Background: an optimization exercise with open tools, aiming at small area, a short achievable clock period and few clock cycles. Do not read the settings as production practice.
Function was checked by simulation only, so behaviour that the tests miss may differ from the original.
Power is estimated from default activity; no workload was simulated.

==> flow/config.mk <==
export PLATFORM = sky130hd
export DESIGN_NAME = bitio_core
export DESIGN_NICKNAME = bitio_core
export VERILOG_FILES = /design/flow/design.v
export SDC_FILE = /design/flow/constraint.sdc
export NUM_CORES = 4
export LEC_CHECK = 0
export CAP_MARGIN = 20
export CELL_PAD_IN_SITES_DETAIL_PLACEMENT = 1
export CORE_MARGIN = 2
export CORE_UTILIZATION = 25
export PLACE_DENSITY = 0.4
export SLEW_MARGIN = 20
export TNS_END_PERCENT = 0
==> flow/flow/run.sh <==
#!/bin/bash
set -euo pipefail
bash standard.sh SETUP_SLACK_MARGIN=6.8 MATCH_CELL_FOOTPRINT=0 \
  'BUFFER_PORTS_ARGS=-buffer_cell sky130_fd_sc_hd__buf_4' finish > run_standard.log 2>&1
==> flow/constraint.sdc <==
create_clock -name core_clock -period 10.0 [get_ports {clk}]
set_input_delay 2.0000 -clock core_clock [delete_from_list [all_inputs] [get_ports {clk}]]
set_output_delay 2.0000 -clock core_clock [all_outputs]
set_load 0.01 [all_outputs]
==> flow/design.v <==
module bitio_core (
    input  wire        clk,
    input  wire        rst,
    input  wire        cmd_valid,
    output wire        cmd_ready,
    input  wire [15:0] cmd,
    input  wire [63:0] opnd,
    output wire        rsp_valid,
    input  wire        rsp_ready,
    output reg  [3:0]  rsp_status,
    output reg  [7:0]  rsp_count,
    output reg  [63:0] rsp_result,
    output wire        src_req,
    input  wire        src_ack,
    input  wire        src_exh,
    input  wire [7:0]  src_data,
    output wire        snk_req,
    output wire [7:0]  snk_data,
    input  wire        snk_ack,
    input  wire        snk_fail
);
    localparam [3:0] ST_OK = 4'd0, ST_EOD = 4'd1, ST_CAP = 4'd2, ST_PRECOND = 4'd3,
                     ST_ILLEGAL = 4'd4, ST_POSOVF = 4'd5, ST_FAULTED = 4'd6;
    reg        idle_q, dec_q, rot_q, pos_q, src_req_q, snk_req_q, fix_q, rsp_valid_q;
    reg        posw_q;             
    reg        upd_r, upd_w;       
    reg        wfin_q;             
    reg [63:0] rpos, wpos;
    reg [7:0]  rpend;              
    reg [7:0]  wpend;              
    reg        fault;
    reg [3:0]  fcause;
    reg        drd_q, dwr_q, dra_q, drot_q;   
    reg [6:0]  nb_q;               
    reg        fld_q;              
    reg        unp_q;              
    reg        wfl_q;              
    reg        aln_q;              
    reg        ill_q, nbad_q, ro_q;    
    reg [3:0]  pc;                 
    reg [3:0]  k_q;                
    reg [3:0]  wk_q;               
    reg [3:0]  kl_q;               
    reg        drrst_q, dwrst_q;   
    reg [3:0]  fixn;               
    reg [7:0]  snk_data_q;
    reg        short_q;            
    reg [7:0]  wl_q;               
    assign cmd_ready = idle_q;
    assign rsp_valid = rsp_valid_q;
    assign src_req   = src_req_q;
    assign snk_req   = snk_req_q;
    assign snk_data  = snk_data_q;
    function [7:0] top_mask;       
        input [3:0] k;
        begin
            top_mask = ~(8'hFF >> k);
        end
    endfunction
    function [7:0] win8;
        input [7:0] hi;
        input [7:0] lo;
        input [2:0] s;
        reg [15:0] t;
        begin
            t = {hi, lo} << s;
            win8 = (s == 3'd0) ? lo : t[15:8];
        end
    endfunction
    wire [2:0] rc     = rpos[2:0];
    wire [2:0] wc     = wpos[2:0];
    wire       rc0    = (rc == 3'd0);
    wire       wc0    = (wc == 3'd0);
    wire [3:0] ravail = rc0 ? 4'd0 : 4'd8 - {1'b0, rc};         
    wire [3:0] wpad   = wc0 ? 4'd0 : 4'd8 - {1'b0, wc};
    wire [7:0] pmask  = rc0 ? 8'h00 : (8'hFF >> rc);             
    wire       rtop   = &rpos[63:7];
    wire       wtop   = &wpos[63:7];
    wire       rtop3  = &rpos[63:3];
    wire       wtop3  = &wpos[63:3];
    wire [2:0] rcm1   = rc - 3'd1;                               
    wire [7:0] op = cmd[15:8];
    wire [7:0] n  = cmd[7:0];
    wire n0   = (n == 8'd0);
    wire le8  = (n[7:4] == 4'd0) && (!n[3] || n[2:0] == 3'd0);
    wire le64 = (n[7] == 1'b0) && (!n[6] || n[5:0] == 6'd0);
    wire o_pack   = (op == 8'h01);
    wire o_unpack = (op == 8'h02);
    wire o_rbitb  = (op == 8'h10);
    wire o_rbyte  = (op == 8'h11);
    wire o_rbool  = (op == 8'h12);
    wire o_rbits  = (op == 8'h13);
    wire o_rfield = (op == 8'h14);
    wire o_ralign = (op == 8'h15);
    wire o_rarr   = (op == 8'h16);
    wire o_rpos   = (op == 8'h17);
    wire o_rrst   = (op == 8'h18);
    wire o_wbitb  = (op == 8'h20);
    wire o_wbyte  = (op == 8'h21);
    wire o_wbool  = (op == 8'h22);
    wire o_wbits  = (op == 8'h23);
    wire o_wfield = (op == 8'h24);
    wire o_walign = (op == 8'h25) || (op == 8'h27);
    wire o_wgrow  = (op == 8'h26) || (op == 8'h28);
    wire o_wpos   = (op == 8'h29);
    wire o_wrst   = (op == 8'h2A);
    wire o_sstat  = (op == 8'h30);
    wire counted  = o_pack | o_unpack | o_rbitb | o_rbits | o_rfield | o_rarr |
                    o_wbitb | o_wbits | o_wfield;
    wire plain    = o_rbyte | o_rbool | o_ralign | o_rpos | o_rrst |
                    o_wbyte | o_wbool | o_walign | o_wgrow | o_wpos | o_wrst | o_sstat;
    wire i_ill    = !(counted || (plain && n0)) || o_rarr || o_wgrow;
    wire i_nbad   = ((o_pack | o_unpack | o_rfield | o_wfield) && (n0 || !le64)) ||
                    ((o_rbitb | o_wbitb) && (n0 || !le8)) ||
                    ((o_rbits | o_wbits) && !le64);
    wire i_ro     = (o_rpos | o_wpos | o_sstat) && n0;
    wire i_byte = o_rbyte | o_wbyte;
    wire i_bool = o_rbool | o_wbool;
    wire [6:0] N = i_byte ? 7'd8 : i_bool ? 7'd1 : n[6:0];
    wire [3:0] rthr   = ravail + 4'd1;
    wire i_rge        = (n[6:4] != 3'd0) || (n[3:0] >= rthr);
    wire i_rdok  = !fault && !rtop && (
                    (o_rbitb  && !n0 && le8) ||
                    (o_rbyte  && n0) ||
                    (o_rbool  && n0) ||
                    (o_rbits  && le64) ||
                    (o_rfield && !n0 && le64));
    wire i_rneed = ((o_rbitb || o_rbits || o_rfield) && i_rge) || o_rbyte || (o_rbool && rc0);
    wire i_rfast = i_rdok && i_rneed;
    wire [3:0] wthr   = 4'd8 - {1'b0, wc};
    wire i_wge        = (n[6:4] != 3'd0) || (n[3:0] >= wthr);
    wire i_wlegal = !fault && !wtop && (
                    (o_wbitb && !n0 && le8) ||
                    (o_wbyte && n0) ||
                    (o_wbool && n0) ||
                    (o_wbits && le64));
    wire i_wpush  = (o_wbitb && i_wge) || o_wbyte || (o_wbool && wc == 3'd7) ||
                    (o_wbits && i_wge);
    wire i_short  = o_wbitb | o_wbyte | o_wbool;                  
    wire i_wafast = !fault && o_walign && n0 && !wc0 && !wtop3;
    wire i_rot    = !fault && (o_pack || o_unpack || (o_wfield && !wtop)) && !n0 && le64;
    wire i_rk0    = i_rdok && !i_rneed;                           
    wire i_wk0    = i_wlegal && i_short && !i_wpush;              
    wire i_ralg   = !fault && o_ralign && n0 && !(rtop3 && !rc0);
    wire i_walg0  = !fault && o_walign && n0 && wc0;
    wire i_pos    = (o_rpos | o_wpos) && n0;                      
    wire i_resp   = i_rk0 || i_wk0 || i_ralg || i_walg0 || (o_sstat && n0);
    wire i_wfast  = (i_wlegal && i_wpush) || i_wafast;
    wire i_dec    = !(i_rfast || i_wfast || i_resp || i_rot || i_pos);
    wire [6:0] i_cnt = (o_rbitb | o_rbyte | o_rbool | o_rbits | o_rfield | i_short) ? N :
                       o_ralign ? {3'd0, ravail} : 7'd0;
    wire [7:0] i_lane0 = o_wbool ? {opnd[0], 7'd0} : opnd[63:56];
    wire [7:0] i_push0 = wpend | (i_lane0 >> wc);
    wire [15:0] i_wlp = {i_lane0, 8'd0} >> wc;
    wire [3:0] i_rc3  = {1'b0, n[2:0]} + {1'b0, rcm1};
    wire [3:0] i_wc3  = {1'b0, n[2:0]} + {1'b0, wc};
    wire [3:0] i_k    = o_rbyte ? 4'd1 : o_rbool ? {3'd0, rc0} : n[6:3] + {3'd0, i_rc3[3]};
    wire [3:0] i_wk   = o_wbyte ? 4'd1 : o_wbool ? {3'd0, wc == 3'd7} : n[6:3] + {3'd0, i_wc3[3]};
    wire [7:0] rla    = rpend << rc;
    wire [7:0] i_rfld = {1'b0, rla[7:1]} >> (~N[2:0]);            
    wire [7:0] i_rlane = rla & top_mask({1'b0, N[2:0]});          
    wire       i_fld  = o_rfield | o_rbool;
    wire acc = idle_q && cmd_valid;
    wire       pull    = src_req_q && src_ack;
    wire       r_first = (pc == 4'd0);
    wire [2:0] r_cn    = rc + nb_q[2:0];                          
    wire [2:0] s_q     = fld_q ? r_cn : rc;                       
    wire [7:0] lmask_q = (r_cn == 3'd0) ? 8'hFF : top_mask({1'b0, r_cn});   
    wire       r_last  = (kl_q == 4'd1);
    wire [7:0] r_prev  = r_first ? (rpend & pmask) : rpend;
    wire [7:0] r_b     = r_last ? (src_data & lmask_q) : src_data;
    wire [7:0] r_win   = src_exh ? 8'd0 : win8(r_prev, r_b, s_q);
    wire [7:0] r_left  = (src_exh || s_q == 3'd0) ? 8'd0 : (r_b << s_q);
    wire [7:0] r_pre   = src_exh ? 8'd0 : win8(8'd0, r_prev, s_q);
    wire [3:0] r_fixn  = kl_q - 4'd1;                             
    wire       push    = snk_req_q && snk_ack;
    wire       w_last  = aln_q || (kl_q == 4'd1);
    wire [15:0] w_pair = rsp_result[63:48] >> wc;
    wire [7:0] w_next  = w_pair[7:0];                             
    wire [3:0] w_cn    = {1'b0, wc} + {1'b0, nb_q[2:0]};
    wire [7:0] w_rmask = top_mask({1'b0, w_cn[2:0]});             
    wire       push_more = push && !snk_fail && !w_last;
    wire [5:0] rot_amt = unp_q ? nb_q[5:0] : (6'd0 - nb_q[5:0]);
    reg [63:0] rot;
    always @(*) begin
        rot = rsp_result;
        if (rot_amt[0]) rot = {rot[62:0], rot[63]};
        if (rot_amt[1]) rot = {rot[61:0], rot[63:62]};
        if (rot_amt[2]) rot = {rot[59:0], rot[63:60]};
        if (rot_amt[3]) rot = {rot[55:0], rot[63:56]};
        if (rot_amt[4]) rot = {rot[47:0], rot[63:48]};
        if (rot_amt[5]) rot = {rot[31:0], rot[63:32]};
    end
    wire [63:0] lo_mask = ~(64'hFFFF_FFFF_FFFF_FFFF << nb_q);
    wire [63:0] hi_mask = ~(64'hFFFF_FFFF_FFFF_FFFF >> nb_q);
    wire [63:0] codec   = rot & (unp_q ? lo_mask : hi_mask);
    wire [7:0]  x_push0 = wpend | (codec[63:56] >> wc);
    wire        x_wpush = (wk_q != 4'd0);
    wire d_rd     = drd_q;
    wire d_wr     = dwr_q;
    wire d_ralign = dra_q;
    wire d_walign = aln_q;
    wire [7:0] d_rlo = {1'b0, rpos[6:0]} + {1'b0, nb_q};
    wire [7:0] d_wlo = {1'b0, wpos[6:0]} + {1'b0, nb_q};
    wire d_posovf = (d_rd && rtop && d_rlo[7]) ||
                    (d_wr && wtop && d_wlo[7]) ||
                    (d_ralign && rtop3 && !rc0) ||
                    (d_walign && wtop3 && !wc0);
    wire d_faulted = fault && !ro_q;
    wire d_bad     = d_faulted || ill_q || nbad_q || d_posovf;
    wire [3:0] d_st = d_faulted ? ST_FAULTED : ill_q ? ST_ILLEGAL :
                      nbad_q ? ST_PRECOND : ST_POSOVF;
    wire d_rpull  = ({1'b0, nb_q} > {4'd0, ravail});
    wire dec_keep = !d_bad && (d_rd || (d_wr && x_wpush) || drot_q);
    wire ld_opnd = !cmd_valid || o_pack || o_unpack || o_wbits || o_wfield || o_rrst || o_wrst;
    wire ld_rd   = cmd_valid && op[7:4] == 4'h1 && op[3:0] <= 4'h4;
    wire [63:0] ld_val = ({64{ld_opnd}} & opnd) |
                         {59'd0, {5{cmd_valid && o_sstat}} & {fault, fcause}} |
                         {{8{ld_rd && !i_fld}} & i_rlane, 48'd0, {8{ld_rd && i_fld}} & i_rfld};
    wire shift   = pull || push_more || (fix_q && fixn != 4'd0);
    wire s_rot  = rot_q && !(wfl_q && !x_wpush);
    wire s_fsh  = fix_q && fixn != 4'd0;
    wire s_hold = (dec_q && dec_keep) || (fix_q && fixn == 4'd0) ||
                  !(idle_q || dec_q || rot_q || pos_q || fix_q || src_req_q || snk_req_q);
    wire w_end  = snk_fail || w_last;
    reg [63:0] r_d;
    reg        pw, pl, pp;
    reg [7:0]  r_up, rp, wp;
    integer t;
    always @(*) begin
        for (t = 0; t < 8; t = t + 1) begin
            pw   = fld_q ? (t == 7) : (k_q == t[3:0] + 4'd1);
            pl   = !fld_q && k_q == t[3:0];
            pp   = fld_q && r_first && t == 6;
            r_up = (t == 7) ? 8'd0 : rsp_result[(t == 7 ? 7 : 55 - 8*t) -: 8];
            rp   = pw ? r_win : pl ? r_left : pp ? r_pre : r_up;      
            wp   = w_end ? 8'd0 : r_up;                              
            r_d[63 - 8*t -: 8] = ({8{idle_q}} & ld_val[63 - 8*t -: 8]) |
                                 ({8{pos_q}}  & pos_sum[63 - 8*t -: 8]) |
                                 ({8{s_rot}}  & codec[63 - 8*t -: 8]) |
                                 ({8{s_fsh}}  & r_up) |
                                 ({8{s_hold}} & rsp_result[63 - 8*t -: 8]) |
                                 ({8{src_req_q}} & (src_ack ? rp : rsp_result[63 - 8*t -: 8])) |
                                 ({8{snk_req_q}} & (snk_ack ? wp : rsp_result[63 - 8*t -: 8]));
        end
    end
    wire [63:0] pos_a   = (pos_q ? posw_q : upd_w) ? wpos : rpos;
    wire [6:0]  pos_c   = (upd_r || upd_w) ? rsp_count[6:0] : 7'd0;
    wire [7:0]  pos_lo  = {1'b0, pos_a[6:0]} + {1'b0, pos_c};
    reg  [56:0] pos_all;           
    integer b;
    always @(*) begin
        pos_all[0] = 1'b1;
        for (b = 1; b < 57; b = b + 1)
            pos_all[b] = &(pos_a[63:7] | ~({57{1'b1}} >> (57 - b)));
    end
    wire [56:0] pos_hi = pos_a[63:7] ^ ({57{pos_lo[7]}} & pos_all);
    wire [63:0] pos_sum = {pos_hi, pos_lo[6:0]};
    task respond;
        input [3:0] st;
        input [7:0] cnt;
        begin
            rsp_valid_q <= 1'b1;
            rsp_status  <= st;
            rsp_count   <= cnt;
        end
    endtask
    always @(posedge clk) begin
        rsp_result <= r_d;
        if (rst) begin
            idle_q      <= 1'b1;
            dec_q       <= 1'b0;
            rot_q       <= 1'b0;
            pos_q       <= 1'b0;
            src_req_q   <= 1'b0;
            snk_req_q   <= 1'b0;
            fix_q       <= 1'b0;
            rsp_valid_q <= 1'b0;
            upd_r       <= 1'b0;
            upd_w       <= 1'b0;
            wfin_q      <= 1'b0;
            rpos        <= 64'd0;
            wpos        <= 64'd0;
            wpend       <= 8'd0;
            fault       <= 1'b0;
            fcause      <= 4'd0;
        end else begin
            upd_r  <= 1'b0;
            upd_w  <= 1'b0;
            wfin_q <= 1'b0;
            if (upd_r) rpos <= pos_sum;
            if (upd_w) wpos <= pos_sum;
            if (wfin_q) wpend <= snk_data_q & top_mask(w_cn);
            if (acc) begin
                idle_q    <= 1'b0;
                src_req_q <= i_rfast;
                snk_req_q <= i_wfast;
                rot_q     <= i_rot;
                pos_q     <= i_pos;
                dec_q     <= i_dec;
                rsp_valid_q <= i_resp;
                rsp_status  <= ST_OK;
                rsp_count   <= {1'b0, i_cnt};
                upd_r  <= i_rk0 || i_ralg;
                upd_w  <= i_wk0;
                wfin_q <= i_wk0;
            end
            if (dec_q) begin
                dec_q <= 1'b0;
                if (d_bad) begin
                    respond(d_st, 8'd0);
                    if (!d_faulted) begin
                        fault  <= 1'b1;
                        fcause <= d_st;
                    end
                end else if (drot_q) begin
                    rot_q <= 1'b1;
                end else if (d_rd) begin
                    if (d_rpull)
                        src_req_q <= 1'b1;
                    else begin
                        respond(ST_OK, {1'b0, nb_q});
                        upd_r <= 1'b1;
                    end
                end else if (d_wr) begin
                    if (x_wpush)
                        snk_req_q <= 1'b1;
                    else begin
                        respond(ST_OK, {1'b0, nb_q});
                        upd_w  <= 1'b1;
                        wfin_q <= 1'b1;
                    end
                end else if (d_walign && !wc0) begin
                    snk_req_q <= 1'b1;
                end else begin
                    respond(ST_OK, d_ralign ? {4'd0, ravail} : 8'd0);
                    upd_r <= d_ralign;
                    if (drrst_q) rpos <= rsp_result;
                    if (dwrst_q) begin
                        wpos  <= rsp_result;
                        wpend <= 8'd0;
                    end
                end
            end
            if (pos_q) begin
                pos_q <= 1'b0;
                respond(ST_OK, 8'd0);
            end
            if (rot_q) begin
                rot_q <= 1'b0;
                if (!wfl_q)
                    respond(ST_OK, {4'd0, nb_q[6:3]} + {7'd0, (nb_q[2:0] != 3'd0)});
                else if (x_wpush)
                    snk_req_q <= 1'b1;
                else begin
                    respond(ST_OK, {1'b0, nb_q});
                    upd_w  <= 1'b1;
                    wfin_q <= 1'b1;
                end
            end
            if (fix_q) begin
                fixn <= fixn - 4'd1;
                if (fixn == 4'd0) begin
                    fix_q <= 1'b0;
                    respond(ST_EOD, {1'b0, pc[3:0], 3'd0});
                    upd_r <= 1'b1;
                end
            end
            if (pull) begin
                if (src_exh) begin
                    src_req_q <= 1'b0;
                    if (fld_q || r_fixn == 4'd0) begin
                        respond(ST_EOD, {1'b0, pc[3:0], 3'd0});
                        upd_r <= 1'b1;
                    end else begin
                        fix_q <= 1'b1;
                        fixn  <= r_fixn;
                    end
                end else if (r_last) begin
                    src_req_q <= 1'b0;
                    respond(ST_OK, {1'b0, nb_q});
                    upd_r <= 1'b1;
                end
            end
            if (push) begin
                if (snk_fail) begin
                    snk_req_q <= 1'b0;
                    wpend <= snk_data_q & top_mask({1'b0, wc});
                    respond(ST_CAP, {1'b0, pc[3:0], 3'd0});
                    upd_w <= 1'b1;
                end else if (w_last) begin
                    snk_req_q <= 1'b0;
                    wpend <= aln_q ? 8'd0 : ((short_q ? wl_q : w_next) & w_rmask);
                    respond(ST_OK, {1'b0, nb_q});
                    upd_w <= 1'b1;
                end
            end
            if (rsp_valid_q && rsp_ready) begin
                rsp_valid_q <= 1'b0;
                idle_q      <= 1'b1;
            end
        end
    end
    always @(posedge clk) begin
        if (pull && !src_exh)
            rpend <= src_data;
        if (dec_q && !d_bad && d_ralign)
            rpend <= 8'd0;
        if (acc && i_ralg)
            rpend <= 8'd0;
        if (dec_q && !d_bad && drrst_q)
            rpend <= 8'd0;
        if (idle_q) begin
            drd_q   <= o_rbitb | o_rbyte | o_rbool | o_rbits | o_rfield;
            dwr_q   <= o_wbitb | o_wbyte | o_wbool | o_wbits | o_wfield;
            dra_q   <= o_ralign;
            drot_q  <= o_pack || o_unpack || o_wfield;
            nb_q    <= o_walign ? {3'd0, wpad} : N;
            fld_q   <= o_rfield | o_rbool;
            unp_q   <= o_unpack;
            wfl_q   <= o_wfield;
            aln_q   <= o_walign;
            ill_q   <= i_ill;
            nbad_q  <= i_nbad;
            ro_q    <= i_ro;
            posw_q  <= o_wpos;
            drrst_q <= o_rrst;
            dwrst_q <= o_wrst;
            k_q     <= i_k;
            wk_q    <= i_wk;
            kl_q    <= op[4] ? i_k : i_wk;
            snk_data_q <= o_walign ? wpend : i_push0;
            short_q <= i_short;
            wl_q    <= i_wlp[7:0];
        end
        if (rot_q)
            snk_data_q <= x_push0;
        if (idle_q || dec_q || rot_q)
            pc <= 4'd0;
        if ((pull && !src_exh) || push_more) begin
            pc   <= pc + 4'd1;
            kl_q <= kl_q - 4'd1;
        end
        if (push_more)
            snk_data_q <= w_next;
    end
endmodule
==> flow/standard.sh <==
#!/bin/bash
# synth_recipe.tcl (not shown) runs the flow's synth.tcl, then flattens the netlist and writes it again
# the make line also repeats each setting of config.mk as NAME=value (left out here)
make -C /OpenROAD-flow-scripts/flow DESIGN_CONFIG=/design/flow/config.mk WORK_HOME=/design/flow/orfs CLKGATE_MAP_FILE= SYNTH_SCRIPT=/design/flow/synth_recipe.tcl "${@:-finish}"
==> flow_metrics.py, run 1 <==
metrics = {
    "clocking": {
        "cts_hold_buffers": 0,
        "cts_buffer_depth": 3,
        "cts-root-buf": "clkbuf_16",
        "worstSkewPairLatency_ps": 630,
        "clock-sinks": 292,
        "tritoncts": "done",
        "clk_pin_slew_worst_paths_ps": 60,
        "htree_levels": 2,
        "cts_buffers": 40,
    },
    "sta": {
        "fin_crit_ps": 4090,
        "skew_ps": 65.1,
        "max_freq_mhz": 244,
        "fin_ws_ps": 5910,
        "worst_pin_slew_ps": 1120,
        "grt_setup_unrepaired": "true",
        "period_share": 0.409,
        "slew_violations": 0,
        "hold_viol_final": 0,
        "final.setup.tns_ps": 0,
        "slew-limit-headroom": 0.245,
        "setup_viol": 0,
    },
    "hold_path": {
        "holdPathEnd": "rpend[6]$_SDFFE_PP0P_",
        "min_delay_path_depth": 2,
        "hp-start": "rpend[6]$_SDFFE_PP0P_",
        "hold_path_class": "flip-flop to flip-flop",
    },
    "global_routing": {
        "grt_use_total": 0.306,
        "grt_pass1_vias": 34300,
        "antenna_found_initial": 13,
        "grt_pass1_wl_um": 272000,
        "overflow": 0,
        "grt_max_degree": 71,
    },
    "setup_path": {
        "required_ps": 10420,
        "cp_data_arrival_time_ps": 4510,
        "reg2reg_setup_slack_ps": 5930,
        "r2r_start": "nb_q[1]$_DFFE_PP_",
        "crit_type": "primary input to flip-flop",
        "start_kind": "primary input",
        "rr_worst_depth": 12,
        "end_kind": "flip-flop",
        "reg2reg_to": "rsp_result[61]$_DFF_P_",
        "cp_max_fo": 7,
    },
    "cells_and_area": {
        "final_util": 0.306,
        "drive_above_1_share": 0.196,
        "finalNonFillerCells": 5698,
        "layout_commonest_cell": "nand2_1",
        "final_cell_mix": "nand2_1 (453), nor2_1 (360), buf_4 (346), mux2i_1 (311), a21oi_1 (279)",
        "syn2layout_area_growth_pct": 21.2,
        "finalNetCount": 4237,
    },
    "floorplanning": {
        "rows": 126,
        "io_pins": 184,
        "dieArea_sq_um": 122000,
        "start_util": 0.253,
        "die_y_um": 350,
        "coreArea_sq_um": 118000,
        "die_x_um": 350,
    },
    "pwr": {
        "leakagePower_nw": 13.4,
        "vdd_drop_max_mv": 0.105,
        "powerDensity_nw_per_um2": 132,
        "power_mw": 4.78,
    },
    "placed_design": {
        "place_congestion": 1.09,
        "dp_cells": 5542,
        "numPortBuffers": 183,
        "pre_cts_slack_ps": 4470,
        "hpwl_um": 143000,
    },
    "drt": {
        "via_per_inst": 6.26,
        "drc": 0,
        "vias": 35700,
        "ant_nets": 0,
        "drt_iter0_drc": 4209,
        "routed_wl_um": 194000,
        "first_pass_iters": 9,
        "wl_per_cell_um": 34.1,
    },
    "run_status": {
        "status": "complete, no violations",
    },
    "logic_synthesis": {
        "synth-seq-cells": 292,
        "yosysWarningCount": 1,
        "syn_inst": 3988,
        "yosysSeqAreaShare": 0.219,
        "ys_async_sr_fraction": 0,
        "synth_ff_type": "dfxtp_1",
        "yosysUniqueCellTypes": 102,
        "syn_nets": 4156,
        "synth_edf_count": 69,
        "syn_avg_cell_area_sq_um": 7.50,
        "netlist_area_sq_um": 29900,
    },
    "run": {
        "drv_cap": 0,
    },
}
==> Yosys cell counts (40+ instances only) <==
library cell / count / area share
a31oi_1: 53 / 0.011
edfxtp_1: 69 / 0.069
xnor2_1: 49 / 0.014
buf_2: 57 / 0.0095
o211ai_1: 94 / 0.024
o21ai_0: 257 / 0.043
nor2_1: 368 / 0.046
nand4_1: 42 / 0.0088
o22ai_1: 40 / 0.0084
clkbuf_1: 248 / 0.031
a21oi_1: 287 / 0.048
ha_1: 69 / 0.029
a221oi_1: 42 / 0.012
nand3_1: 110 / 0.018
a211oi_1: 113 / 0.028
nor3_1: 96 / 0.016
a222oi_1: 53 / 0.018
nand2_1: 460 / 0.058
inv_1: 91 / 0.011
mux2_2: 117 / 0.044
mux2i_1: 325 / 0.11
dfxtp_1: 223 / 0.15
==> flip-flops by register name, summed over array words and instances, names as in the netlist, 3 cells and up <==
register / count
rpos: 64
snk_data_q: 8
fixn: 4
kl_q: 4
wl_q: 7
pc: 4
rpend: 8
rsp_count: 8
wpend: 8
wpos: 64
fcause: 3
k_q: 4
rsp_status: 4
nb_q: 7
wk_q: 4
rsp_result: 64
==> critical path, cell delays in order <==
cell and delay, ps:
buf_4 160, nand2_1 150, or4_1 520, and2_2 480
o21ai_0 370, a222oi_1 320, inv_1 90, a221oi_2 180
o221ai_1 220
==> cell type report <==
| type | instances | area, sq um |
|---|---|---|
| fillers | 14200 | 82100 |
| multi-input cells | 3256 | 22700 |
| flip-flops and latches | 292 | 6560 |
| repair buffers | 383 | 3190 |
| well taps | 1600 | 2000 |
| clock buffers | 54 | 1120 |
| inverters | 96 | 390 |
| clock inverters | 16 | 260 |
| diodes | 1 | 2.50 |
==> per-stage QoR <==
| stage | hold slack [ps] | cell area (sq um) |
|---|---|---|
| 2_1_floorplan | 450 | 30100 |
| 3_3_place_gp | 490 | 33000 |
| 3_5_place_dp | 499 | 33000 |
| 4_1_cts | 508 | 36000 |
| 5_1_grt | 535 | 36200 |
| 6_report | 502 | 36300 |
==> cell families (layout without fill, tap and decap cells) <==
| kind of cell | after synthesis | after routing | share of synthesized area |
|---|---|---|---|
| and+or+nand+nor | 1347 | 1348 | 0.209 |
| AOI/OAI and AO/OA | 1292 | 1292 | 0.295 |
| muxes | 454 | 459 | 0.161 |
| buffers and inverters | 446 | 549 | 0.0596 |
| DFF | 292 | 292 | 0.219 |
| xor gates and xnor gates | 85 | 85 | 0.0249 |
| adders and majority gates | 72 | 72 | 0.0309 |
| other | 0 | 1 | 0 |
==> report_power, final <==
group | internal [mW] | switching, mW
combinational | 0.598 | 1.17
sequential | 1.27 | 0.127
clock | 0.944 | 0.671
total | 2.81 | 1.97
==> worst max path at each step <==
stage	cells past startpoint	slack, ps	startpoint	to
after floorplan	10	5830	cmd[10]	rsp_result[63]$_DFF_P_
after global placement	13	4550	rpos[1]$_SDFF_PP0_	rpos[26]$_SDFF_PP0_
after detailed placement	12	4470	rpos[1]$_SDFF_PP0_	rpos[34]$_SDFF_PP0_
after CTS	10	6080	cmd[10]	rsp_result[63]$_DFF_P_
after global routing	14	5890	posw_q$_DFFE_PP_	rpos[50]$_SDFF_PP0_
final	9	5910	snk_ack	rsp_result[48]$_DFF_P_
==> metal layers <==
layer | GRT usage | vias to the layer above | part of all wire
met5 | 0 | - | 0.00063
met4 | 0.157 | 18 | 0.061
met3 | 0.0606 | 450 | 0.088
met2 | 0.474 | 1867 | 0.44
met1 | 0.402 | 18100 | 0.41
li1 | - | 15200 | -
==> what timing repair did <==
| item | CTS | global route |
|---|---|---|
| setup endpoints to repair | 368 | 368 |
| resized for setup | 216 | 33 |
| buffers inserted | 65 | 12 |
| cloned | 8 | 0 |
| pin swaps | 45 | 11 |
Testbench counts, summed over its fixed seeds: cycles 15,742.
==> run 2, diff against run 1 <==
--- a/flow/design.v
+++ b/flow/design.v
@@ -41,6 +41,7 @@
     reg [3:0]  k_q;                
     reg [3:0]  wk_q;               
     reg [3:0]  kl_q;               
+    reg [5:0]  rot_q_amt;          
     reg        drrst_q, dwrst_q;   
     reg [3:0]  fixn;               
     reg [7:0]  snk_data_q;
@@ -180,7 +181,7 @@
     wire [3:0] w_cn    = {1'b0, wc} + {1'b0, nb_q[2:0]};
     wire [7:0] w_rmask = top_mask({1'b0, w_cn[2:0]});             
     wire       push_more = push && !snk_fail && !w_last;
-    wire [5:0] rot_amt = unp_q ? nb_q[5:0] : (6'd0 - nb_q[5:0]);
+    wire [5:0] rot_amt = rot_q_amt;
     reg [63:0] rot;
     always @(*) begin
         rot = rsp_result;
@@ -236,7 +237,8 @@
             rp   = pw ? r_win : pl ? r_left : pp ? r_pre : r_up;      
             wp   = w_end ? 8'd0 : r_up;                              
             r_d[63 - 8*t -: 8] = ({8{idle_q}} & ld_val[63 - 8*t -: 8]) |
-                                 ({8{pos_q}}  & pos_sum[63 - 8*t -: 8]) |
+                                 ({8{pos_q && !posw_q}} & rpos[63 - 8*t -: 8]) |
+                                 ({8{pos_q && posw_q}}  & wpos[63 - 8*t -: 8]) |
                                  ({8{s_rot}}  & codec[63 - 8*t -: 8]) |
                                  ({8{s_fsh}}  & r_up) |
                                  ({8{s_hold}} & rsp_result[63 - 8*t -: 8]) |
@@ -244,18 +246,12 @@
                                  ({8{snk_req_q}} & (snk_ack ? wp : rsp_result[63 - 8*t -: 8]));
         end
     end
-    wire [63:0] pos_a   = (pos_q ? posw_q : upd_w) ? wpos : rpos;
-    wire [6:0]  pos_c   = (upd_r || upd_w) ? rsp_count[6:0] : 7'd0;
-    wire [7:0]  pos_lo  = {1'b0, pos_a[6:0]} + {1'b0, pos_c};
-    reg  [56:0] pos_all;           
-    integer b;
-    always @(*) begin
-        pos_all[0] = 1'b1;
-        for (b = 1; b < 57; b = b + 1)
-            pos_all[b] = &(pos_a[63:7] | ~({57{1'b1}} >> (57 - b)));
-    end
-    wire [56:0] pos_hi = pos_a[63:7] ^ ({57{pos_lo[7]}} & pos_all);
-    wire [63:0] pos_sum = {pos_hi, pos_lo[6:0]};
+    wire [7:0]  rp_lo  = {1'b0, rpos[6:0]} + {1'b0, rsp_count[6:0]};
+    wire [7:0]  wp_lo  = {1'b0, wpos[6:0]} + {1'b0, rsp_count[6:0]};
+    wire [56:0] rp_hi1 = rpos[63:7] + 57'd1;
+    wire [56:0] wp_hi1 = wpos[63:7] + 57'd1;
+    wire [63:0] rpos_sum = {rp_lo[7] ? rp_hi1 : rpos[63:7], rp_lo[6:0]};
+    wire [63:0] wpos_sum = {wp_lo[7] ? wp_hi1 : wpos[63:7], wp_lo[6:0]};
     task respond;
         input [3:0] st;
         input [7:0] cnt;
@@ -288,8 +284,8 @@
             upd_r  <= 1'b0;
             upd_w  <= 1'b0;
             wfin_q <= 1'b0;
-            if (upd_r) rpos <= pos_sum;
-            if (upd_w) wpos <= pos_sum;
+            if (upd_r) rpos <= rpos_sum;
+            if (upd_w) wpos <= wpos_sum;
             if (wfin_q) wpend <= snk_data_q & top_mask(w_cn);
             if (acc) begin
                 idle_q    <= 1'b0;
@@ -427,6 +423,7 @@
             drrst_q <= o_rrst;
             dwrst_q <= o_wrst;
             k_q     <= i_k;
+            rot_q_amt <= o_unpack ? n[5:0] : (6'd0 - n[5:0]);
             wk_q    <= i_wk;
             kl_q    <= op[4] ? i_k : i_wk;
             snk_data_q <= o_walign ? wpend : i_push0;
==> flow_metrics.py, run 2 <==
metrics = {
    "setup_path": {
        "end_kind": "flip-flop",
        "cp_max_fo": 9,
        "required_ps": 10450,
        "start_kind": "flip-flop",
        "cp_top_family": "compound AO/OA/AOI/OAI gates",
        "crit_type": "flip-flop to flip-flop",
        "slowest_delay_ps": 950,
        "cp_slowest_cell": "dfxtp_1",
        "crit_chain": "mux2i_1 -> a221oi_1 -> mux4_2 -> o211ai_2 -> mux2i_1 -> nor2_1 -> a2111o_1 -> a32oi_1",
        "cp_data_arrival_time_ps": 4320,
        "path_common_cell": "mux2i_1",
        "critPathBufInv": 0,
    },
    "sta": {
        "final.setup.tns_ps": 0,
        "fin_crit_ps": 3870,
        "hold_viol_final": 0,
        "period_share": 0.387,
        "setup_viol": 0,
        "slew_violations": 0,
        "grt_setup_unrepaired": "true",
        "skew_ps": 40.5,
        "max_freq_mhz": 258,
        "worst_pin_slew_ps": 1200,
        "fin_ws_ps": 6130,
        "whs_ps": 476,
        "slew-limit-headroom": 0.191,
    },
    "run_status": {
        "status": "complete, no violations",
    },
    "clocking": {
        "cts_hold_buffers": 0,
        "cts_buffer_depth": 3,
        "htree_levels": 2,
        "worstSkewPairLatency_ps": 630,
        "cts_buffers": 41,
        "cts-root-buf": "clkbuf_16",
        "clk_pin_slew_worst_paths_ps": 60,
        "tritoncts": "done",
        "clock-sinks": 298,
    },
    "drt": {
        "wl_met3_um": 17900,
        "first_pass_iters": 10,
        "drt_iter0_drc": 4665,
        "wl_met1_um": 79700,
        "dr_wl_met2_um": 83400,
        "wl_per_cell_um": 34.8,
        "vias": 34700,
        "ant_nets": 0,
        "top_layer_used": "met5",
        "routed_wl_um": 193000,
        "drc": 0,
        "via_per_inst": 6.24,
    },
    "logic_synthesis": {
        "synthAdderAreaFrac": 0.0328,
        "synth-seq-cells": 298,
        "syn_avg_cell_area_sq_um": 8.11,
        "yosysSeqAreaShare": 0.216,
        "synthTopCellsByCount": "nand2_1 (439), nor2_1 (364), clkbuf_1 (249), dfxtp_1 (223), o21ai_0 (201)",
        "syn_nets": 4000,
        "netlist_top_cells_area": "dfxtp_1 (14%), mux4_2 (7.8%), edfxtp_1 (7.3%)",
        "yosysMostFrequentCell": "nand2_1",
        "synthSimpleGateAreaFrac": 0.196,
        "synth_top_area_share": 0.144,
        "synth.area.mux_share": 0.201,
        "netlist_area_sq_um": 31000,
        "synth_top_family_by_area": "compound AO/OA/AOI/OAI gates",
        "synth_ff_type": "dfxtp_1",
        "ys_async_sr_fraction": 0,
        "synth_compound_area_frac": 0.249,
        "yosysTopAreaCell": "dfxtp_1",
        "yosysUniqueCellTypes": 102,
        "synth_edf_count": 75,
        "synthXorXnorAreaFrac": 0.0409,
        "syn_inst": 3825,
        "yosysWarningCount": 1,
    },
    "placed_design": {
        "place_congestion": 1.01,
        "pre_cts_slack_ps": 4520,
        "hpwl_um": 139000,
        "numPortBuffers": 183,
    },
    "pwr": {
        "leakagePower_nw": 13.9,
        "powerDensity_nw_per_um2": 129,
        "vdd_drop_max_mv": 0.129,
        "power_mw": 4.75,
    },
    "floorplanning": {
        "io_pins": 184,
        "start_util": 0.251,
        "die_x_um": 356,
        "die_y_um": 356,
        "dieArea_sq_um": 127000,
        "rows": 129,
        "coreArea_sq_um": 123000,
    },
    "global_routing": {
        "grt_use_total": 0.294,
        "overflow": 0,
        "grt_pass1_vias": 33600,
        "grt_pass1_wl_um": 269000,
        "antenna_found_initial": 9,
        "grt_max_degree": 111,
    },
    "cells_and_area": {
        "fill_cells": 14600,
        "final_util": 0.298,
        "finalNetCount": 4064,
        "final_cell_mix": "nand2_1 (434), nor2_1 (351), buf_4 (346), dfxtp_1 (196), a21oi_1 (192)",
        "reg.largest.list": "rpos x64, rsp_result x64, wpos x64",
        "drive_above_1_share": 0.223,
        "layout_commonest_cell": "nand2_1",
        "syn2layout_area_growth_pct": 18.7,
    },
    "run": {
        "drv_cap": 0,
    },
    "hold_path": {
        "hold_path_class": "flip-flop to flip-flop",
    },
}
-- run 2: cell types whose count changed after synthesis, moves of 18 or more --
| cell | before | now |
|---|---|---|
| o2111ai_1 | 33 | 13 |
| o21ai_0 | 257 | 201 |
| xor2_1 | 36 | 88 |
| a211oi_1 | 113 | 155 |
| o211ai_1 | 94 | 58 |
| nor3_1 | 96 | 65 |
| a21oi_1 | 287 | 199 |
| o22ai_1 | 40 | 22 |
| buf_2 | 57 | 78 |
| o21ai_1 | 4 | 29 |
| inv_1 | 91 | 64 |
| mux4_2 | 10 | 107 |
| nand2_1 | 460 | 439 |
| mux2i_1 | 325 | 188 |
-- run 2: repair_timing --
action,4_1_cts,5_1_grt
pin swaps,56,12
cloned,9,1
buffers inserted,69,5
setup endpoints to repair,369,349
resized for setup,227,26
-- run 2: per-stage QoR --
stage / cells / area, sq um
after global placement: 5399 / 33900
after global routing: 5557 / 36800
after CTS: 5551 / 36600
final: 5560 / 36800
after detailed placement: 5399 / 33900
after floorplan: 3825 / 31100
-- run 2: power by group --
| part | total, mW | internal [mW] | switching [mW] |
|---|---|---|---|
| logic | 1.81 | 0.642 | 1.17 |
| registers | 1.45 | 1.30 | 0.152 |
| clock network | 1.48 | 0.823 | 0.661 |
-- run 2: layout make-up --
type,instances,area (sq um),share of cell area
Multi-Input combinational cell,3079,23000,0.626
Sequential cell,298,6760,0.184
Antenna cell,3,7.51,0.000204
Clock inverter,12,90.1,0.00245
Clock buffer,62,1160,0.0314
Inverter,74,335,0.00911
Tap cell,1637,2050,0.0556
Timing Repair Buffer,395,3390,0.0920
-- run 2: worst paths after layout --
path	slack, ps	start	to	depth (start not counted)
worst max register to register	6130	rsp_result[60]$_DFF_P_	snk_data_q[0]$_DFFE_PP_	8
worst max-delay path	6130	rsp_result[60]$_DFF_P_	snk_data_q[0]$_DFFE_PP_	8
worst min register to register	480	rpend[7]$_SDFFE_PP0P_	rpend[7]$_SDFFE_PP0P_	2
worst min-delay path	480	rpend[7]$_SDFFE_PP0P_	rpend[7]$_SDFFE_PP0P_	2
-- run 2: metal layers --
metal / track usage / up-vias
li1: - / 14700
met1: 0.392 / 17600
met2: 0.445 / 1994
met3: 0.0584 / 447
met4: 0.157 / 6
met5: 0 / -
-- run 2: cells by family (layout without fill, tap and decap cells) --
| logic type | after synthesis | after routing |
|---|---|---|
| AND/OR/NAND/NOR | 1298 | 1298 |
| AO/OA/AOI/OAI | 1107 | 1108 |
| multiplexers | 449 | 449 |
| buffers and inverters | 449 | 543 |
| flip-flops | 298 | 298 |
| XOR/XNOR | 145 | 145 |
| adder cells (fa/ha/maj) | 79 | 79 |
| other | 0 | 3 |
-- run 2: worst register-to-register path, stage by stage (launching register included) --
cell and delay (ps):
dfxtp_1 950, mux2i_1 470, a221oi_1 610, mux4_2 460, o211ai_2 250, mux2i_1 310
nor2_1 90, a2111o_1 390, a32oi_1 190
Testbench counts of run 2, summed over its fixed seeds: cycles 15,742.
==> run 3, diff against run 2 <==
--- a/flow/design.v
+++ b/flow/design.v
@@ -400,10 +400,6 @@
     always @(posedge clk) begin
         if (pull && !src_exh)
             rpend <= src_data;
-        if (dec_q && !d_bad && d_ralign)
-            rpend <= 8'd0;
-        if (acc && i_ralg)
-            rpend <= 8'd0;
         if (dec_q && !d_bad && drrst_q)
             rpend <= 8'd0;
         if (idle_q) begin
==> flow/flow/run.sh (replaced) <==
#!/bin/bash
set -euo pipefail
bash standard.sh SETUP_SLACK_MARGIN=6.8 MATCH_CELL_FOOTPRINT=0 \
  'BUFFER_PORTS_ARGS=-buffer_cell sky130_fd_sc_hd__buf_2' finish > run_standard.log 2>&1
--- a/flow/config.mk
+++ b/flow/config.mk
@@ -5,6 +5,7 @@
 export SDC_FILE = /design/flow/constraint.sdc
 export NUM_CORES = 4
 export LEC_CHECK = 0
+export ABC_AREA = 1
 export CAP_MARGIN = 20
 export CELL_PAD_IN_SITES_DETAIL_PLACEMENT = 1
 export CORE_MARGIN = 2
==> flow_metrics.py, run 3 <==
metrics = {
    "placed_design": {
        "hpwl_um": 159000,
        "dp_cells": 6371,
        "place_congestion": 1.04,
        "pre_cts_slack_ps": 4830,
        "numPortBuffers": 183,
    },
    "logic_synthesis": {
        "yosysUniqueCellTypes": 66,
        "synthXorXnorAreaFrac": 0.0328,
        "yosysSeqAreaShare": 0.229,
        "netlist_top_cells_area": "dfxtp_1 (15%), nand2_1 (15%), o21ai_0 (11%)",
        "synth_compound_area_frac": 0.286,
        "synthTopCellsByCount": "nand2_1 (1183), o21ai_0 (634), inv_1 (452), nor2_1 (393), a21oi_1 (382)",
        "synth-seq-cells": 298,
        "synth_top_area_share": 0.152,
        "yosysTopAreaCell": "dfxtp_1",
        "syn_avg_cell_area_sq_um": 6.06,
        "syn_inst": 4848,
        "yosysMostFrequentCell": "nand2_1",
        "netlist_area_sq_um": 29400,
        "synth_ff_type": "dfxtp_1",
        "synth_top_family_by_area": "simple AND/OR/NAND/NOR gates",
        "synthAdderAreaFrac": 0.0347,
        "syn_nets": 5023,
        "yosysWarningCount": 1,
        "synthSimpleGateAreaFrac": 0.307,
        "synth_edf_count": 75,
        "ys_async_sr_fraction": 0,
        "synth.area.mux_share": 0.0120,
    },
    "clocking": {
        "clk_pin_slew_worst_paths_ps": 60,
        "clock-sinks": 298,
        "cts-root-buf": "clkbuf_16",
        "cts_buffer_depth": 3,
        "tritoncts": "done",
        "cts_buffers": 40,
        "worstSkewPairLatency_ps": 620,
        "htree_levels": 2,
    },
    "floorplanning": {
        "io_pins": 184,
        "rows": 125,
        "dieArea_sq_um": 120000,
        "coreArea_sq_um": 116000,
        "start_util": 0.252,
        "die_y_um": 347,
        "die_x_um": 347,
    },
    "setup_path": {
        "end_kind": "flip-flop",
        "cp_top_family": "simple AND/OR/NAND/NOR gates",
        "endpoint": "rsp_result[4]$_DFF_P_",
        "crit_type": "primary input to flip-flop",
        "reg2reg_setup_slack_ps": 6400,
        "critPathLaunch": "cmd[14]",
        "r2r_start": "nb_q[0]$_DFFE_PP_",
        "cp_max_fo": 12,
        "reg2reg_to": "rsp_result[8]$_DFF_P_",
        "rr_worst_depth": 14,
        "slowest_delay_ps": 220,
        "required_ps": 10480,
        "crit_chain": "buf_8 -> nor2_4 -> nand3_4 -> nor2_4 -> nor2_4 -> buf_4 -> nand2_4 -> nand2_1 -> o21ai_2 -> nand2_1 -> nand2_1 -> nor3_1 -> o21ai_1 -> nand2_1 -> a21oi_4 -> o2111ai_1",
        "crit_cells": 16,
        "cp_slowest_cell": "nor2_4",
        "path_common_cell": "nand2_1",
        "cp_data_arrival_time_ps": 4100,
        "start_kind": "primary input",
        "critPathBufInv": 2,
    },
    "cells_and_area": {
        "layout_commonest_cell": "nand2_1",
        "finalNonFillerCells": 6599,
        "reg.largest.list": "rpos x64, rsp_result x64, wpos x64",
        "final_cell_mix": "nand2_1 (1135), o21ai_0 (548), inv_1 (416), a21oi_1 (370), nor2_1 (337)",
        "finalNetCount": 5212,
        "drive_above_1_share": 0.158,
        "syn2layout_area_growth_pct": 22.2,
    },
    "global_routing": {
        "grt_use_total": 0.331,
        "grt_max_degree": 88,
        "grt_pass1_vias": 37100,
        "grt_pass1_wl_um": 288000,
        "antenna_found_initial": 22,
        "overflow": 0,
    },
    "drt": {
        "wl_per_cell_um": 31.8,
        "vias": 38800,
        "first_pass_iters": 6,
        "routed_wl_um": 210000,
        "drt_iter0_drc": 4356,
        "ant_nets": 0,
        "via_per_inst": 5.87,
        "drc": 0,
    },
    "sta": {
        "hold_viol_final": 0,
        "setup_viol": 0,
        "worst_pin_slew_ps": 1100,
        "skew_ps": 41.8,
        "whs_ps": 462,
        "max_freq_mhz": 276,
        "grt_setup_unrepaired": "true",
        "slew-limit-headroom": 0.268,
        "slew_violations": 0,
        "fin_crit_ps": 3630,
        "final.setup.tns_ps": 0,
        "fin_ws_ps": 6370,
        "period_share": 0.363,
    },
    "run": {
        "drv_cap": 0,
    },
    "pwr": {
        "vdd_drop_max_mv": 0.101,
        "leakagePower_nw": 14.1,
        "power_mw": 4.55,
        "powerDensity_nw_per_um2": 127,
    },
    "run_status": {
        "status": "complete, no violations",
    },
    "hold_path": {
        "min_delay_path_depth": 1,
        "hold_path_class": "flip-flop to flip-flop",
    },
}
[run 3: cell types whose count changed in the layout (fill, tap and decap cells not counted), sizes merged, moves of 40 or more]
cell	delta
and2	-40
a21oi	+183
and3	-51
inv	+381
mux2i	-164
a211oi	-143
o21ai	+430
mux4	-120
mux2	-131
nand4	+42
o211ai	+43
nand3	+164
nand2	+749
a222oi	-65
[run 3: worst min-delay path by stage]
| stage | startpoint | to |
|---|---|---|
| global placement | ill_q$_DFFE_PP_ | fcause[0]$_SDFFE_PP0P_ |
| floorplan | ill_q$_DFFE_PP_ | fcause[0]$_SDFFE_PP0P_ |
| finish | ill_q$_DFFE_PP_ | fcause[0]$_SDFFE_PP0P_ |
| detailed placement | ill_q$_DFFE_PP_ | fcause[0]$_SDFFE_PP0P_ |
| global route | ill_q$_DFFE_PP_ | fcause[0]$_SDFFE_PP0P_ |
| CTS | ill_q$_DFFE_PP_ | fcause[0]$_SDFFE_PP0P_ |
[run 3: layout make-up]
type	instances	area [sq um]
fill	14900	80500
multi-input combinational	3807	20900
clock inverter	10	125
timing repair buffer	413	3100
inverter	475	1900
sequential	298	6740
tap	1524	1910
clock buffer	62	1170
antenna	8	20.0
timing repair inverter	2	15.0
[run 3: power by group]
| group | internal [mW] | leakage (nW) | switching (mW) |
|---|---|---|---|
| combinational | 0.429 | 10.8 | 1.16 |
| clock | 0.883 | 0.642 | 0.661 |
| sequential | 1.30 | 2.60 | 0.114 |
[run 3: per-stage QoR]
step | util | area [sq um]
floorplan | - | 29400
finish | 0.308 | 35900
detailed placement | 0.274 | 31800
CTS | 0.302 | 35200
global placement | 0.274 | 31800
global route | 0.308 | 35900
[run 3: kinds of logic (layout without fill, tap and decap cells)]
group | Yosys count | in the layout
other | 0 | 8
buffers and inverters | 745 | 962
adders and majority gates | 79 | 79
muxes | 34 | 34
xor gates and xnor gates | 110 | 110
AOI/OAI and AO/OA | 1458 | 1459
and+or+nand+nor | 2124 | 2125
DFF | 298 | 298
[run 3: worst reg2reg max path, delay by kind of cell, from the launching register on]
kind	cells	cell delay (ps)
AO/OA/AOI/OAI	7	1560
adder cells (fa/ha/maj)	2	850
flip-flops	1	480
buffers and inverters	2	410
AND/OR/NAND/NOR	3	240
[run 3: what timing repair did]
item | 4_1_cts | 5_1_grt
hold buffers | 0 | 0
gates cloned | 9 | 6
setup buffers | 103 | 29
resized for setup | 354 | 122
pin swaps | 49 | 57
endpoints found under the setup margin | 352 | 339
[run 3: routing by layer]
| layer | routed length, um | global-route usage | part of all wire | vias to the layer above |
|---|---|---|---|---|
| met5 | 160 | 0 | 0.00076 | - |
| met4 | 14800 | 0.195 | 0.070 | 22 |
| met3 | 19800 | 0.0751 | 0.094 | 573 |
| met2 | 90300 | 0.511 | 0.43 | 2037 |
| met1 | 85100 | 0.422 | 0.40 | 19000 |
| li1 | - | - | - | 17100 |
Testbench counts of run 3, summed over its fixed seeds: cycles 15,742.
==> run 4, diff against run 3 <==
--- a/flow/design.v
+++ b/flow/design.v
@@ -41,6 +41,7 @@
     reg [3:0]  k_q;                
     reg [3:0]  wk_q;               
     reg [3:0]  kl_q;               
+    reg [2:0]  rcn_q;              
     reg [5:0]  rot_q_amt;          
     reg        drrst_q, dwrst_q;   
     reg [3:0]  fixn;               
@@ -153,6 +154,7 @@
     wire [7:0] i_lane0 = o_wbool ? {opnd[0], 7'd0} : opnd[63:56];
     wire [7:0] i_push0 = wpend | (i_lane0 >> wc);
     wire [15:0] i_wlp = {i_lane0, 8'd0} >> wc;
+    wire [2:0] i_rcn  = rc + (o_rbool ? 3'd1 : n[2:0]);           
     wire [3:0] i_rc3  = {1'b0, n[2:0]} + {1'b0, rcm1};
     wire [3:0] i_wc3  = {1'b0, n[2:0]} + {1'b0, wc};
     wire [3:0] i_k    = o_rbyte ? 4'd1 : o_rbool ? {3'd0, rc0} : n[6:3] + {3'd0, i_rc3[3]};
@@ -164,7 +166,7 @@
     wire acc = idle_q && cmd_valid;
     wire       pull    = src_req_q && src_ack;
     wire       r_first = (pc == 4'd0);
-    wire [2:0] r_cn    = rc + nb_q[2:0];                          
+    wire [2:0] r_cn    = rcn_q;                                   
     wire [2:0] s_q     = fld_q ? r_cn : rc;                       
     wire [7:0] lmask_q = (r_cn == 3'd0) ? 8'hFF : top_mask({1'b0, r_cn});   
     wire       r_last  = (kl_q == 4'd1);
@@ -209,6 +211,7 @@
                     (d_walign && wtop3 && !wc0);
     wire d_faulted = fault && !ro_q;
     wire d_bad     = d_faulted || ill_q || nbad_q || d_posovf;
+    wire rst_ok    = !fault && !ill_q;
     wire [3:0] d_st = d_faulted ? ST_FAULTED : ill_q ? ST_ILLEGAL :
                       nbad_q ? ST_PRECOND : ST_POSOVF;
     wire d_rpull  = ({1'b0, nb_q} > {4'd0, ravail});
@@ -420,6 +423,7 @@
             dwrst_q <= o_wrst;
             k_q     <= i_k;
             rot_q_amt <= o_unpack ? n[5:0] : (6'd0 - n[5:0]);
+            rcn_q   <= i_rcn;
             wk_q    <= i_wk;
             kl_q    <= op[4] ? i_k : i_wk;
             snk_data_q <= o_walign ? wpend : i_push0;
==> flow_metrics.py, run 4 <==
metrics = {
    "run_status": {
        "status": "complete, no violations",
    },
    "setup_path": {
        "critPathLaunch": "snk_ack",
        "crit_chain": "buf_2 -> nand2_1 -> nor2_4 -> nand2_4 -> nand2_4 -> buf_12 -> a221oi_4 -> o21ai_0 -> a21oi_1 -> o2111ai_1",
        "endpoint": "rsp_result[59]$_DFF_P_",
        "reg2reg_setup_slack_ps": 6580,
        "reg2reg_to": "rsp_result[7]$_DFF_P_",
        "start_kind": "primary input",
        "cp_data_arrival_time_ps": 3970,
        "slowest_delay_ps": 310,
        "crit_cells": 10,
        "cp_slowest_cell": "a221oi_4",
        "cp_top_family": "compound AO/OA/AOI/OAI gates",
        "rr_worst_depth": 13,
        "r2r_start": "nb_q[2]$_DFFE_PP_",
        "cp_max_fo": 22,
        "required_ps": 10460,
        "end_kind": "flip-flop",
        "critPathBufInv": 2,
        "crit_type": "primary input to flip-flop",
        "path_common_cell": "nand2_4",
    },
    "placed_design": {
        "pre_cts_slack_ps": 5050,
        "numPortBuffers": 183,
        "dpl_cell_area_sq_um": 32300,
        "place_congestion": 1.00,
        "hpwl_um": 160000,
        "dp_cells": 6458,
    },
    "floorplanning": {
        "io_pins": 184,
        "die_y_um": 349,
        "rows": 126,
        "start_util": 0.252,
        "coreArea_sq_um": 118000,
        "dieArea_sq_um": 122000,
        "die_x_um": 349,
    },
    "drt": {
        "drt_iter0_drc": 4080,
        "via_per_inst": 5.85,
        "wl_per_cell_um": 31.1,
        "first_pass_iters": 5,
        "routed_wl_um": 207000,
        "vias": 39000,
        "drc": 0,
        "ant_nets": 0,
    },
    "global_routing": {
        "antenna_found_initial": 2,
        "grt_use_total": 0.327,
        "grt_max_degree": 93,
        "overflow": 0,
        "grt_pass1_wl_um": 288000,
        "grt_pass1_vias": 37400,
    },
    "logic_synthesis": {
        "synth_edf_count": 78,
        "synthTopCellsByCount": "nand2_1 (1187), nand3_1 (553), o21ai_0 (481), inv_1 (420), a21oi_1 (383)",
        "ys_async_sr_fraction": 0,
        "syn_avg_cell_area_sq_um": 6.05,
        "yosysMostFrequentCell": "nand2_1",
        "yosysUniqueCellTypes": 67,
        "netlist_top_cells_area": "dfxtp_1 (15%), nand2_1 (15%), nand3_1 (9.3%)",
        "syn_nets": 5104,
        "yosysTopAreaCell": "dfxtp_1",
        "synth_top_area_share": 0.150,
        "netlist_area_sq_um": 29800,
        "yosysSeqAreaShare": 0.228,
        "synth_ff_type": "dfxtp_1",
        "yosysWarningCount": 1,
        "syn_inst": 4929,
        "synth-seq-cells": 301,
    },
    "sta": {
        "hold_viol_final": 0,
        "skew_ps": 43.6,
        "final.setup.tns_ps": 0,
        "fin_crit_ps": 3510,
        "worst_pin_slew_ps": 1200,
        "period_share": 0.351,
        "slew_violations": 0,
        "max_freq_mhz": 285,
        "grt_setup_unrepaired": "true",
        "slew-limit-headroom": 0.193,
        "setup_viol": 0,
        "fin_ws_ps": 6490,
        "whs_ps": 503,
    },
    "hold_path": {
        "hold_path_class": "flip-flop to flip-flop",
    },
    "cells_and_area": {
        "design_area_sq_um": 36300,
        "final_util": 0.307,
        "reg.largest.list": "rpos x64, rsp_result x64, wpos x64",
        "layout_commonest_cell": "nand2_1",
        "syn2layout_area_growth_pct": 21.7,
        "finalNonFillerCells": 6664,
        "finalNetCount": 5267,
        "fill_cells": 15100,
        "drive_above_1_share": 0.155,
        "final_cell_mix": "nand2_1 (1145), nand3_1 (533), o21ai_0 (412), inv_1 (391), a21oi_1 (378)",
    },
    "clocking": {
        "clock-sinks": 301,
        "worstSkewPairLatency_ps": 640,
        "cts_buffers": 42,
        "cts-root-buf": "clkbuf_16",
        "cts_buffer_depth": 3,
        "tritoncts": "done",
        "clk_pin_slew_worst_paths_ps": 60,
        "cts_hold_buffers": 0,
        "htree_levels": 2,
    },
    "pwr": {
        "power_mw": 4.63,
        "vdd_drop_max_mv": 0.113,
        "leakagePower_nw": 14.4,
        "powerDensity_nw_per_um2": 128,
    },
    "run": {
        "drv_cap": 0,
    },
}
run 4: cell types whose count changed after synthesis, sizes merged, moves of 12 or more:
cell | before | now
nand3 | 271 | 558
o21ai | 662 | 522
clkbuf | 189 | 155
buf | 81 | 114
or2 | 37 | 11
o21a | 27 | 7
inv | 461 | 443
mux2i | 25 | 8
a31oi | 60 | 75
nor4 | 22 | 34
run 4: cells by family after synthesis:
logic type                 count (synthesis)  synth area share
DFF                                      301             0.228
xor gates and xnor gates                 118            0.0347
muxes                                      8           0.00269
buffers and inverters                    725            0.0958
adders and majority gates                 79            0.0342
and+or+nand+nor                         2394             0.350
AOI/OAI and AO/OA                       1304             0.254
run 4: where the power goes:
group / internal [mW] / total (mW) / switching (mW)
Sequential: 1.32 / 1.45 / 0.136
Combinational: 0.415 / 1.56 / 1.14
Clock: 0.925 / 1.62 / 0.699
run 4: worst min-delay path by stage:
stage | from | endpoint | slack [ps] | cells past startpoint
floorplan | pos_q$_SDFF_PP0_ | pos_q$_SDFF_PP0_ | 440 | 1
global placement | rpos[62]$_SDFF_PP0_ | rpos[62]$_SDFF_PP0_ | 490 | 2
detailed placement | rpos[62]$_SDFF_PP0_ | rpos[62]$_SDFF_PP0_ | 500 | 2
CTS | rpos[62]$_SDFF_PP0_ | rpos[62]$_SDFF_PP0_ | 500 | 2
global route | wpos[62]$_SDFF_PP0_ | wpos[62]$_SDFF_PP0_ | 540 | 2
finish | rpos[62]$_SDFF_PP0_ | rpos[62]$_SDFF_PP0_ | 500 | 2
run 4: cell type report:
| class | count | area, sq um | share of cell area |
|---|---|---|---|
| antenna | 3 | 7.51 | 0.000207 |
| tap | 1536 | 1920 | 0.0530 |
| inverter | 456 | 1860 | 0.0514 |
| multi-input combinational | 3908 | 21400 | 0.589 |
| clock buffer | 54 | 1150 | 0.0316 |
| clock inverter | 23 | 274 | 0.00755 |
| timing repair buffer | 383 | 2820 | 0.0777 |
| sequential | 301 | 6890 | 0.190 |
run 4: metal layers:
layer  global-route usage  vias up  share of wire  wire length [um]
li1                     -    17500              -                 -
met1                0.430    19300           0.42             87600
met2                0.512     1825           0.44             90500
met3               0.0498      411          0.077             15900
met4                0.176        0          0.063             13000
met5                    0        -              0                 0
run 4: timing repair:
action,CTS,global route
resized for setup,314,151
pin swaps,38,57
gates cloned,9,2
buffers inserted,69,46
setup endpoints to repair,366,341
run 4: worst register-to-register path: stages, from the launching register on:
cell	delay [ps]
edfxtp_1	400
buf_4	330
nor2_2	120
inv_1	180
nor2_1	90
inv_1	70
ha_1	180
ha_2	350
ha_1	250
o21ai_0	100
a21oi_1	530
nand3_1	410
o2111ai_1	190
nand3b_1	130
Testbench counts of run 4, summed over its fixed seeds: cycles 15,742.
==> run 5, diff against run 4 <==
==> flow/flow/run.sh (replaced) <==
#!/bin/bash
set -euo pipefail
bash standard.sh SETUP_SLACK_MARGIN=6.8 MATCH_CELL_FOOTPRINT=0 \
  'BUFFER_PORTS_ARGS=-buffer_cell sky130_fd_sc_hd__buf_4' finish > run_standard.log 2>&1
==> flow_metrics.py, run 5 <==
metrics = {
    "sta": {
        "slew_violations": 0,
        "skew_ps": 39.1,
        "worst_pin_slew_ps": 1070,
        "period_share": 0.353,
        "max_freq_mhz": 284,
        "grt_setup_unrepaired": "true",
        "setup_viol": 0,
        "hold_viol_final": 0,
        "final.setup.tns_ps": 0,
        "slew-limit-headroom": 0.283,
        "fin_crit_ps": 3530,
    },
    "pwr": {
        "vdd_drop_max_mv": 0.117,
        "leakagePower_nw": 14.3,
        "powerDensity_nw_per_um2": 126,
        "power_mw": 4.55,
    },
    "clocking": {
        "worstSkewPairLatency_ps": 620,
        "cts-root-buf": "clkbuf_16",
        "cts_hold_buffers": 0,
        "cts_buffer_depth": 3,
        "tritoncts": "done",
        "clock-sinks": 301,
        "clk_pin_slew_worst_paths_ps": 60,
        "cts_buffers": 42,
        "htree_levels": 2,
    },
    "global_routing": {
        "grt_pass1_vias": 37300,
        "grt_use_total": 0.327,
        "antenna_found_initial": 8,
        "overflow": 0,
        "grt_pass1_wl_um": 287000,
        "grt_max_degree": 83,
    },
    "logic_synthesis": {
        "synth-seq-cells": 301,
        "netlist_area_sq_um": 29800,
        "yosysWarningCount": 1,
        "syn_avg_cell_area_sq_um": 6.05,
        "synth_top_area_share": 0.150,
        "synthTopCellsByCount": "nand2_1 (1187), nand3_1 (553), o21ai_0 (481), inv_1 (420), a21oi_1 (383)",
        "syn_inst": 4929,
        "synth_edf_count": 78,
        "yosysTopAreaCell": "dfxtp_1",
        "synth_ff_type": "dfxtp_1",
        "yosysSeqAreaShare": 0.228,
        "ys_async_sr_fraction": 0,
        "yosysMostFrequentCell": "nand2_1",
        "netlist_top_cells_area": "dfxtp_1 (15%), nand2_1 (15%), nand3_1 (9.3%)",
        "yosysUniqueCellTypes": 67,
        "syn_nets": 5104,
    },
    "cells_and_area": {
        "final_cell_mix": "nand2_1 (1134), nand3_1 (534), o21ai_0 (429), inv_1 (396), a21oi_1 (375)",
        "drive_above_1_share": 0.142,
        "syn2layout_area_growth_pct": 21.0,
        "finalNetCount": 5236,
        "reg.largest.list": "rpos x64, rsp_result x64, wpos x64",
        "layout_commonest_cell": "nand2_1",
    },
    "run": {
        "drv_cap": 0,
    },
    "drt": {
        "vias": 38600,
        "first_pass_iters": 6,
        "drt_iter0_drc": 4178,
        "ant_nets": 0,
        "drc": 0,
        "wl_per_cell_um": 31.1,
        "wl_met1_um": 86800,
        "via_per_inst": 5.83,
        "dr_wl_met2_um": 90200,
        "wl_met3_um": 15700,
        "routed_wl_um": 206000,
        "top_layer_used": "met5",
    },
    "run_status": {
        "status": "complete, no violations",
    },
    "placed_design": {
        "place_congestion": 0.989,
        "hpwl_um": 161000,
        "numPortBuffers": 183,
    },
    "floorplanning": {
        "die_x_um": 349,
        "die_y_um": 349,
        "io_pins": 184,
        "rows": 126,
        "start_util": 0.252,
        "coreArea_sq_um": 118000,
        "dieArea_sq_um": 122000,
    },
    "setup_path": {
        "reg2reg_setup_slack_ps": 6470,
        "end_kind": "flip-flop",
        "cp_max_fo": 16,
        "start_kind": "flip-flop",
        "required_ps": 10520,
        "cp_data_arrival_time_ps": 4050,
        "crit_type": "flip-flop to flip-flop",
    },
    "hold_path": {
        "hold_path_class": "flip-flop to flip-flop",
    },
}
run 5: kinds of logic after synthesis:
kind of cell,count (synthesis),synth area share
compound gates,1304,0.254
buf+inv,725,0.0958
mux,8,0.00269
flops,301,0.228
xor+xnor,118,0.0347
fa+ha+maj,79,0.0342
simple gates,2394,0.350
run 5: area by class of cell:
type,instances,area [sq um]
timing repair buffer,351,2910
tap,1536,1920
inverter,456,1860
fill,15200,82200
antenna,2,5.00
multi-input combinational,3909,21200
clock inverter,6,82.6
sequential,301,6870
clock buffer,64,1220
run 5: what timing repair did:
| item | in CTS | in global routing |
|---|---|---|
| setup buffers | 47 | 38 |
| setup endpoints to repair | 364 | 352 |
| pin swaps | 27 | 59 |
| gates resized for setup | 251 | 128 |
| gates cloned | 9 | 0 |
run 5: worst paths after layout:
path / to / startpoint / cells after the start
worst min register to register: rpos[62]$_SDFF_PP0_ / rpos[62]$_SDFF_PP0_ / 2
worst min-delay path: rpos[62]$_SDFF_PP0_ / rpos[62]$_SDFF_PP0_ / 2
worst max register to register: rsp_result[33]$_DFF_P_ / nb_q[6]$_SDFFCE_PN0P_ / 10
worst max-delay path: rsp_result[33]$_DFF_P_ / nb_q[6]$_SDFFCE_PN0P_ / 10
run 5: routing by layer:
layer	vias up	track usage
li1	17400	-
met1	19100	0.428
met2	1694	0.509
met3	414	0.0551
met4	6	0.178
met5	-	0
run 5: power breakdown:
part	switching (mW)	internal, mW	total, mW
logic	1.12	0.432	1.56
clock network	0.658	0.882	1.54
registers	0.133	1.32	1.45
total	1.91	2.63	4.55
run 5: worst max-delay path, stage by stage (launching register included):
cell and delay, ps:
edfxtp_1 420, buf_4 250, nor2_1 70, buf_4 210
nand2_2 300, nand2_1 340, a21oi_1 400, o21ai_0 230
a221oi_1 580, nand3_2 390, o2111ai_1 250
run 5: stage by stage:
stage          instance area (sq um)  std cells   util  worst slack (ps)  hold WS, ps
2_1_floorplan                  30000       4929      -              6400          444
3_3_place_gp                   32700       6459  0.277              4690          484
3_5_place_dp                   32700       6459  0.277              4600          497
4_1_cts                        35300       6585  0.299              6550          505
5_1_grt                        36100       6623  0.305              6430          534
6_report                       36100       6625  0.305              6470          504

what the ideal ports hide:
The flow's constraints put no driver on any port. The routed layouts listed below were extracted and timed again, unchanged, in two steps. Step 1 sets driving cells, clkbuf_16 on the clock port and buf_2 on the other inputs (assumed; they add their load-dependent delay and slew). Step 2 times the ports against the registers' clock, not the clock port: input delays grow and output delays shrink by t, the midpoint of the rising clock arrivals with the driver on. Three values: no drivers, after step 1, after step 2; two values: the first two.
run | shift t [ns] | setup slack, ns | worst setup path at the end
run 1 | 0.669 | 5.910 / 5.931 / 5.297 | input to register
run 2 | 0.684 | 6.129 / 6.112 / 5.516 | input to register
run 3 | 0.673 | 6.374 / 6.331 / 5.731 | input to register
run 4 | 0.687 | 6.491 / 6.499 / 5.852 | input to register
run 5 | 0.670 | 6.473 / 6.448 / 5.855 | input to register
After both steps every run listed still meets setup and hold. The setup slack of run 3, which loses most, moves by -0.043 ns with the drivers and by -0.643 ns with both steps.
